This design comes from an exercise in tuning for small area, a short achievable clock period and few clock cycles on the open sky130 flow, not from production work. At most, simulation tests tie the RTL to the original design; equivalence was not proved. Power is estimated from default activity; no workload was simulated.

lane 1:
## mx_chunk_rx
module mx_chunk_rx (
    input  wire       clk,
    input  wire       rst,
    input  wire       in_valid,
    output reg        in_ready,
    input  wire [7:0] in_data,
    input  wire       in_last,
    output reg        st_valid,
    output reg  [1:0] st_res,
    output reg  [2:0] st_cause,
    output reg        st_disc,
    output wire [7:0] st_msg_len,
    output wire       st_msg_bin,
    output wire       st_acc,
    output wire [7:0] st_rlen,
    output wire [4:0] st_exp_sn,
    output wire       st_frame_bin,
    output wire       m_valid,
    input  wire       m_ready,
    output wire [7:0] m_data,
    output wire       m_last
);
For scale: roughly 3600 cells after synthesis, roughly 1600 flip-flops, ~55 I/O pins, roughly 49000 um^2 of cells after synthesis.
==> flow/config.mk <==
export PLATFORM = sky130hd
export DESIGN_NAME = mx_chunk_rx
export DESIGN_NICKNAME = mx_chunk_rx
export VERILOG_FILES = /design/flow/design.v
export SDC_FILE = /design/flow/constraint.sdc
export NUM_CORES = 4
export LEC_CHECK = 0
export CAP_MARGIN = 20
export CORE_MARGIN = 2
export CORE_UTILIZATION = 40
export CTS_CLUSTER_DIAMETER = 80
export CTS_CLUSTER_SIZE = 28
export SLEW_MARGIN = 20
==> flow/constraint.sdc <==
create_clock -name core_clock -period 10.0 [get_ports {clk}]
set_input_delay 2.0000 -clock core_clock [delete_from_list [all_inputs] [get_ports {clk}]]
set_output_delay 2.0000 -clock core_clock [all_outputs]
set_load 0.01 [all_outputs]
standard.sh (not shown) runs the stock make flow with config.mk's settings and CLKGATE_MAP_FILE= SYNTH_SCRIPT=/design/flow/synth_recipe.tcl, a recipe that flattens the netlist after the stock synthesis.
==> flow/flow/run.sh <==
#!/bin/bash
export SETUP_SLACK_MARGIN=6.5
bash standard.sh > standard.log 2>&1
Lane 1 was carried through to the last stage, and its layout satisfied the timing, design-rule and antenna checks.
Inputs modified between lane 1 and lane 2:
--- a/flow/design.v
+++ b/flow/design.v
@@ -71,25 +71,25 @@
     reg        enc;          
     reg        dec_err;      
     reg [1:0]  qidx;         
     reg [5:0]  qprev;        
     reg        q2_pad;       
     reg [7:0]  dl0, dl1, dl2;    
     reg [1:0]  dcnt;
     reg        hdr_seen;
     reg [7:0]  hdr;
     reg [7:0]  woff;         
     reg [7:0]  hl0, hl1, hl2, hl3;   
     reg [7:0]  xd0, xd0b;            
-    reg [8:0]  r1, r2;               
+    reg [7:0]  xd1;                  
     reg [7:0]  r3;                   
     reg [1:0]  hc0;                  
     reg [2:0]  hc1, hc2;
     reg        tm0, tm1, tm2;        
     reg [7:0]  hl2s;                 
     reg [7:0]  mq [0:QD-1];
     reg [1:0]  mqn;
     reg        mv_r;
     reg [7:0]  md_r;
     reg        ml_r;
     function [6:0] b64_val;
         input [7:0] c;
@@ -156,34 +156,28 @@
     wire        decide  = dec_pend && !(h_last && mq_full);
     wire        accept  = !too_long && !dec_err && tag_ok && fits &&
                           (h_first ? h_sn == 5'd0 : (r_acc && h_sn == r_exp_sn));
     wire        enq     = ap_dlv && woff != 8'd0;
     wire [7:0]  d_jn    = hdr_seen ? woff : r_len;
     wire        h_drop  = hdr_in && dl2[6] && r_acc;
     wire [3:0]  jn      = h_drop ? (r_len[7:3] != 5'd0 ? 4'd8 : {1'b0, r_len[2:0]}) : ap_jn;
     wire        drop    = ap_drop || h_drop;
     wire        drop_all = pc <= jn;
     wire [7:0]  hx0 = hl0 ^ p_byte;
     wire [9:0]  hs0 = {2'd0, hx0} + {2'd0, hx0[6:0], 1'b0} + {2'd0, hx0[3:0], 4'd0} +
                       {2'd0, hx0[0], 7'd0};
-    function [8:0] up_terms;
-        input [7:0] x;
-        begin
-            up_terms = {8'd0, x[7]} + {5'd0, x[7:4]} + {2'd0, x[7:1]} + {1'b0, x};
-        end
-    endfunction
-    wire [10:0] hs1 = {3'd0, hl1} + {3'd0, hl1[6:0], 1'b0} + {3'd0, hl1[3:0], 4'd0} +
-                      {3'd0, hl1[0], 7'd0} + {2'd0, r1} + {9'd0, hc0};
-    wire [10:0] hs2 = {3'd0, hl2} + {3'd0, hl2[6:0], 1'b0} + {3'd0, hl2[3:0], 4'd0} +
-                      {3'd0, hl2[0], 7'd0} + {2'd0, r2} + {8'd0, hc1};
+    wire [10:0] hs1 = {3'd0, hl1} + {3'd0, hl1[6:0], xd0[7]} + {3'd0, hl1[3:0], xd0[7:4]} +
+                      {3'd0, hl1[0], xd0[7:1]} + {3'd0, xd0} + {8'd0, hc0};
+    wire [10:0] hs2 = {3'd0, hl2} + {3'd0, hl2[6:0], xd1[7]} + {3'd0, hl2[3:0], xd1[7:4]} +
+                      {3'd0, hl2[0], xd1[7:1]} + {3'd0, xd1} + {8'd0, hc1};
     wire [7:0]  r3_n = {7'd0, hl2[7]} + {4'd0, hl2[7:4]} + {1'b0, hl2[7:1]} + hl2 + xd0b;
     wire [7:0]  hs3 = hl3 + {hl3[6:0], 1'b0} + {hl3[3:0], 4'd0} + {hl3[0], 7'd0} +
                       r3 + {5'd0, hc2};
     wire        rw_en   = pc != 4'd0 && ph == wa[2:0];   
     wire [7:0]  rw_byte = stg[ph];
     wire [7:0]  ring_top [0:NR-1];
     genvar g;
     generate
         for (g = 0; g < NR; g = g + 1) begin : ring
             reg [63:0] q;
             always @(posedge clk) begin
                 q <= {q[55:0], (rw_en && wa[7:3] == g) ? rw_byte : q[63:56]};
@@ -426,26 +420,25 @@
             ib_sok  <= in_sym[6];
             ib_spad <= in_data == 8'h3D;
             ib_fe   <= in_data == SENT_ENC;
         end
         if (take && !w_sent && is_sym)
             qprev <= sym_v;
         if (push) begin
             dl0  <= p_byte;
             dl1  <= dl0;
             dl2  <= dl1;
             xd0  <= hx0;
             xd0b <= xd0;
-            r1   <= up_terms(hx0);
-            r2   <= up_terms(hl1);
+            xd1  <= hl1;
             r3   <= r3_n;
             hl2s <= hl2;
             tm0  <= p_byte == hl0;
             tm1  <= tm0 && p_byte == hl1;
             tm2  <= tm1;
         end
         if (hdr_in)
             hdr <= dl2;
         woff <= woff_n;
         if (load) begin
             md_r <= rd_byte;
             ml_r <= rd_last;
--- outcome ---
The flow did not stop early for lane 2: all stages ran, and the layout cleared the timing, design-rule and antenna checks.
Going from lane 1 to lane 2, the global-route track usage on met2 was found to have gone down by 1.5 points.
In lane 2 the growth of design area from synthesis to finish turned out 0.37 points higher than in lane 1.
On power density over the cells, lane 1 and lane 2 are basically level.
As far as count of cells along the worst hold path goes, lane 2 and lane 1 are indistinguishable; the numbers are identical.
Re share of synthesized cell area in and, or, nand and nor gates: lane 1 was lower than lane 2.
Re first-pass GRT wire length: lane 2 is about 2.8% down on lane 1.
On worst path setup slack after routing: between lane 1 and lane 2, it ends up lower for lane 1.
Testbench counts of lane 2, summed over its fixed seeds: cycles 30,639.
The RTL of lane 1 was laid out without a check of its function.

[afterwards: timing with drivers on the ports]
The flow's constraints put no driver on any port. The routed layouts listed below were extracted and timed again, unchanged, in two steps.
Step 1 sets driving cells, clkbuf_16 on the clock port and buf_2 on the other inputs (assumed; they add their load-dependent delay and slew).
Step 2 moves the port delays by t, midway between the first and last clock arrival at a register: inputs arrive t later, outputs are due t later. That takes back most of the time a late clock gives input paths.
a / b / c = ideal / step 1 / step 2; a / b = the first two.
run	t (ns)	setup WS [ns]	clock arrival spread, ns	pins driven straight from the clock port
lane 1	0.726	6.282 / 6.282 / 5.827	0.037 / 0.038	1
lane 2	0.734	6.397 / 6.381 / 5.810	0.059 / 0.059	1
After both steps every run listed still meets setup and hold. For lane 2, which loses most, drivers alone change the setup slack by -0.016 ns; drivers and shift together by -0.587 ns.
